Source: an optimization exercise on an open RTL-to-GDS flow (aim: small area, a short achievable clock period and few clock cycles per item). Production flows keep margins and buffers that such runs may drop.
In this exercise RTL edits were held to simulation tests only and were not proved equivalent to the original.
Power is estimated from default activity; no workload was simulated.

Design hdcorr_engine, start of the top module:
module hdcorr_engine (
    input  wire        clk,
    input  wire        rst,
    input  wire        in_valid,
    output wire        in_ready,
    input  wire [31:0] in_data,
    output wire        rsp_valid,
    input  wire        rsp_ready,
    output wire [3:0]  rsp_status,
    output wire [31:0] rsp_val_i,
    output wire [31:0] rsp_val_q
);
clock: 14.0 ns
lec_check: 0
abc_area: 1
cap_margin: 20
core_margin: 2
core_utilization: 40
cts_cluster_diameter: 80
cts_cluster_size: 20
slew_margin: 50
standard.sh (not shown) runs the stock make flow with config.mk's settings and CLKGATE_MAP_FILE= SYNTH_SCRIPT=/design/flow/synth_recipe.tcl, a recipe that flattens the netlist after the stock synthesis.
==> flow/flow/run.sh <==
#!/bin/bash
# Standard ORFS layout (the standard.sh, unchanged synthesis) with:
# - timing repair asked to leave extra setup slack (SETUP_SLACK_MARGIN), so
#   that it works towards a shorter achieved period, on a share of the
#   violating endpoints (TNS_END_PERCENT);
# - port buffers of a stronger buffer cell than the default, and resizing not
#   limited to cells of the same footprint.
# Constraints and clock period are the design's; make's output goes to
# standard.log, each ORFS step's log to orfs/logs/.
set -euo pipefail
read MARGIN TNS BUF < flow/repair.txt
bash standard.sh SETUP_SLACK_MARGIN=$MARGIN TNS_END_PERCENT=$TNS \
    "BUFFER_PORTS_ARGS=-buffer_cell $BUF" MATCH_CELL_FOOTPRINT=0 finish > standard.log 2>&1
==> flow/flow/repair.txt <==
9.6 20 sky130_fd_sc_hd__buf_4
Testbench counts at the start, summed over its fixed seeds: cycles 22,922, items 9,600.
Next try:
==> flow/flow/repair.txt (replaced) <==
9.5 5 sky130_fd_sc_hd__buf_4
CORE_UTILIZATION = 50   (was 40)
Sequential cell count stays the same.
Wire length shrinks by 0.45%.
Synthesized area is unchanged.
Critical path depth grows by 1.
Clock skew shrinks by 0.0042 ns.
Setup slack got worse by 0.039 ns.
Next try:
==> flow/flow/repair.txt (replaced) <==
9.6 10 sky130_fd_sc_hd__buf_4
What happened:
- The new run ran to the end with no violations
- maximum frequency went up by 2.1%
- cell area rises by 0.43%
- final cell count stays flat
- utilization is higher by 0.24 points

---

Setup of before:
Another version of the RTL of hdcorr_engine (not shown whole).
Size in the first run: about 110 I/O pins, ~61000 um^2 of cells after synthesis.
clock: 14.0 ns
lec_check: 0
cap_margin: 20
core_margin: 2
core_utilization: 40
slew_margin: 50
run.sh (not shown) runs the stock make flow with config.mk's settings and CLKGATE_MAP_FILE= SYNTH_SCRIPT=/design/flow/synth_recipe.tcl, a recipe that flattens the netlist after the stock synthesis.
Stock flow here: none of the scripts above is used.
Testbench counts of before, summed over its fixed seeds: cycles 23,650, items 9,600.
Input changes introduced in after (baseline for comparison: before):
==> flow/flow/run.sh (new file) <==
#!/bin/bash
# Standard ORFS layout (the standard.sh, unchanged synthesis), with the
# timing repair asked to leave extra setup slack so that it works towards a
# shorter achieved period. Constraints and clock period are the design's.
set -euo pipefail
MARGIN=$(cat flow/setup_margin.txt)
bash standard.sh SETUP_SLACK_MARGIN=$MARGIN finish > standard.log 2>&1
==> flow/flow/setup_margin.txt (new file) <==
9
==> flow/standard.sh (new file) <==
#!/bin/bash
# synth_recipe.tcl (not shown) runs the flow's synth.tcl, then flattens the netlist and writes it again
# the make line also repeats each setting of config.mk as NAME=value (left out here)
make -C /OpenROAD-flow-scripts/flow DESIGN_CONFIG=/design/flow/config.mk WORK_HOME=/design/flow/orfs CLKGATE_MAP_FILE= SYNTH_SCRIPT=/design/flow/synth_recipe.tcl "${@:-finish}"
removed: flow/run.sh
- Going from before to after, routed wire length grew by a little under 10%.
- For the combined area of the multi-input logic cells, after came in 2300 um^2 higher than before did.
- Compared with before, after shows a post-placement worst setup slack that is 41 ps higher.
- Comparing before with after, the part of the power in combinational logic came out essentially unchanged.
- Going from before to after, the global-route usage was found to have gone up by 1.8 points.
- Total power divided by cell area down 4.5% in after wrt before

---

Another version of the RTL of hdcorr_engine (not shown whole).
Size: ~7000 cells after synthesis, ~1300 flip-flops, roughly 110 I/O pins.
==> flow/config.mk <==
export PLATFORM = sky130hd
export DESIGN_NAME = hdcorr_engine
export DESIGN_NICKNAME = hdcorr_engine
export VERILOG_FILES = /design/flow/design.v
export SDC_FILE = /design/flow/constraint.sdc
export NUM_CORES = 4
export LEC_CHECK = 0
export CAP_MARGIN = 20
export CORE_MARGIN = 2
export CORE_UTILIZATION = 40
export SLEW_MARGIN = 50
==> flow/constraint.sdc <==
create_clock -name core_clock -period 14.0 [get_ports {clk}]
set_input_delay 2.8000 -clock core_clock [delete_from_list [all_inputs] [get_ports {clk}]]
set_output_delay 2.8000 -clock core_clock [all_outputs]
set_load 0.01 [all_outputs]
standard.sh (not shown) runs the stock make flow with config.mk's settings and CLKGATE_MAP_FILE= SYNTH_SCRIPT=/design/flow/synth_recipe.tcl, a recipe that flattens the netlist after the stock synthesis.
==> flow/flow/run.sh <==
#!/bin/bash
# Standard ORFS layout (the standard.sh, unchanged synthesis) with:
# - timing repair asked to leave extra setup slack (SETUP_SLACK_MARGIN), so
#   that it works towards a shorter achieved period, on a share of the
#   violating endpoints (TNS_END_PERCENT);
# - port buffers of a stronger buffer cell than the default, and resizing not
#   limited to cells of the same footprint.
# Constraints and clock period are the design's; make's output goes to
# standard.log, each ORFS step's log to orfs/logs/.
set -euo pipefail
read MARGIN TNS BUF < flow/repair.txt
bash standard.sh SETUP_SLACK_MARGIN=$MARGIN TNS_END_PERCENT=$TNS \
    "BUFFER_PORTS_ARGS=-buffer_cell $BUF" MATCH_CELL_FOOTPRINT=0 finish > standard.log 2>&1
==> flow/flow/repair.txt <==
9.6 20 sky130_fd_sc_hd__buf_4
The first run ran to the end with no violations.
Testbench counts at the start, summed over its fixed seeds: cycles 23,650, items 9,600.
Then changed:
- ABC_AREA: not set -> 1
Outcome:
- global-route usage goes down by 0.61 points
- fmax goes up by 9.0%
- clock skew goes up by 0.030 ns
- die area goes up by 0.38%

---

Another version of the RTL of hdcorr_engine (not shown whole).
Size in the first run: about 7,100 cells after synthesis, ~1,300 flip-flops, roughly 110 I/O pins, roughly 68,000 µm² of cells after synthesis.
// hdcorr_engine
module hdcorr_engine (
    input  wire        clk,
    input  wire        rst,
    input  wire        in_valid,
    output wire        in_ready,
    input  wire [31:0] in_data,
    output wire        rsp_valid,
    input  wire        rsp_ready,
    output wire [3:0]  rsp_status,
    output wire [31:0] rsp_val_i,
    output wire [31:0] rsp_val_q
);
==> flow/config.mk <==
export PLATFORM = sky130hd
export DESIGN_NAME = hdcorr_engine
export DESIGN_NICKNAME = hdcorr_engine
export VERILOG_FILES = /design/flow/design.v
export SDC_FILE = /design/flow/constraint.sdc
export NUM_CORES = 4
export LEC_CHECK = 0
export CAP_MARGIN = 20
export CORE_MARGIN = 2
export CORE_UTILIZATION = 40
export CTS_CLUSTER_DIAMETER = 80
export CTS_CLUSTER_SIZE = 20
export SLEW_MARGIN = 50
==> flow/constraint.sdc <==
create_clock -name core_clock -period 14.0 [get_ports {clk}]
set_input_delay 2.8000 -clock core_clock [delete_from_list [all_inputs] [get_ports {clk}]]
set_output_delay 2.8000 -clock core_clock [all_outputs]
set_load 0.01 [all_outputs]
Scripts as last shown in full above: flow/flow/run.sh, flow/flow/repair.txt
The first run went through all stages and came out clean.
Testbench counts at the start, summed over its fixed seeds: cycles 22,946, items 9,600.
Change:
==> flow/flow/repair.txt (replaced) <==
9.6 10 sky130_fd_sc_hd__buf_4
Settings changed: CORE_UTILIZATION 40 to 50.
What happened: The new run ran to the end with no violations; flip-flop and latch count does not change; worst setup slack improves by 7.0 ps; utilization rises by 10 points; die area came out lower by 20%.

## re-timing with driven ports
The flow's constraints put no driver on any port. The routed layouts listed below were extracted and timed again, unchanged, in two steps. Step 1: set_driving_cell puts a clkbuf_16 on clk and a buf_2 on each other input, an assumption about the parent block. Step 2 moves the port delays by t, midway between the first and last clock arrival at a register: inputs arrive t later, outputs are due t later. That takes back most of the time a late clock gives input paths. Three values: no drivers, after step 1, after step 2; two values: the first two.
run | t (ns) | slack for setup (ns) | worst data-port slew with drivers (ns)
the first run of note 1 | 0.789 | 9.474 / 9.474 / 8.872 | 0.05
the second run of note 1 | 0.770 | 9.435 / 9.435 / 8.799 | 0.04
the third run of note 1 | 0.770 | 9.527 / 9.527 / 8.805 | 0.04
before | 0.867 | 7.131 / 7.131 / 7.131 | 0.05
after | 0.870 | 8.288 / 8.288 / 8.207 | 0.06
the first run of note 3 | 0.845 | 9.199 / 9.239 / 8.394 | 0.05
the second run of note 3 | 0.855 | 9.593 / 9.577 / 8.787 | 0.04
the first run of note 4 | 0.807 | 9.533 / 9.594 / 8.793 | 0.04
the second run of note 4 | 0.773 | 9.540 / 9.589 / 8.816 | 0.04
After both steps every run listed still meets setup and hold. The setup slack of the second run of note 3, which loses most, moves by -0.016 ns with the drivers and by -0.806 ns with both steps.
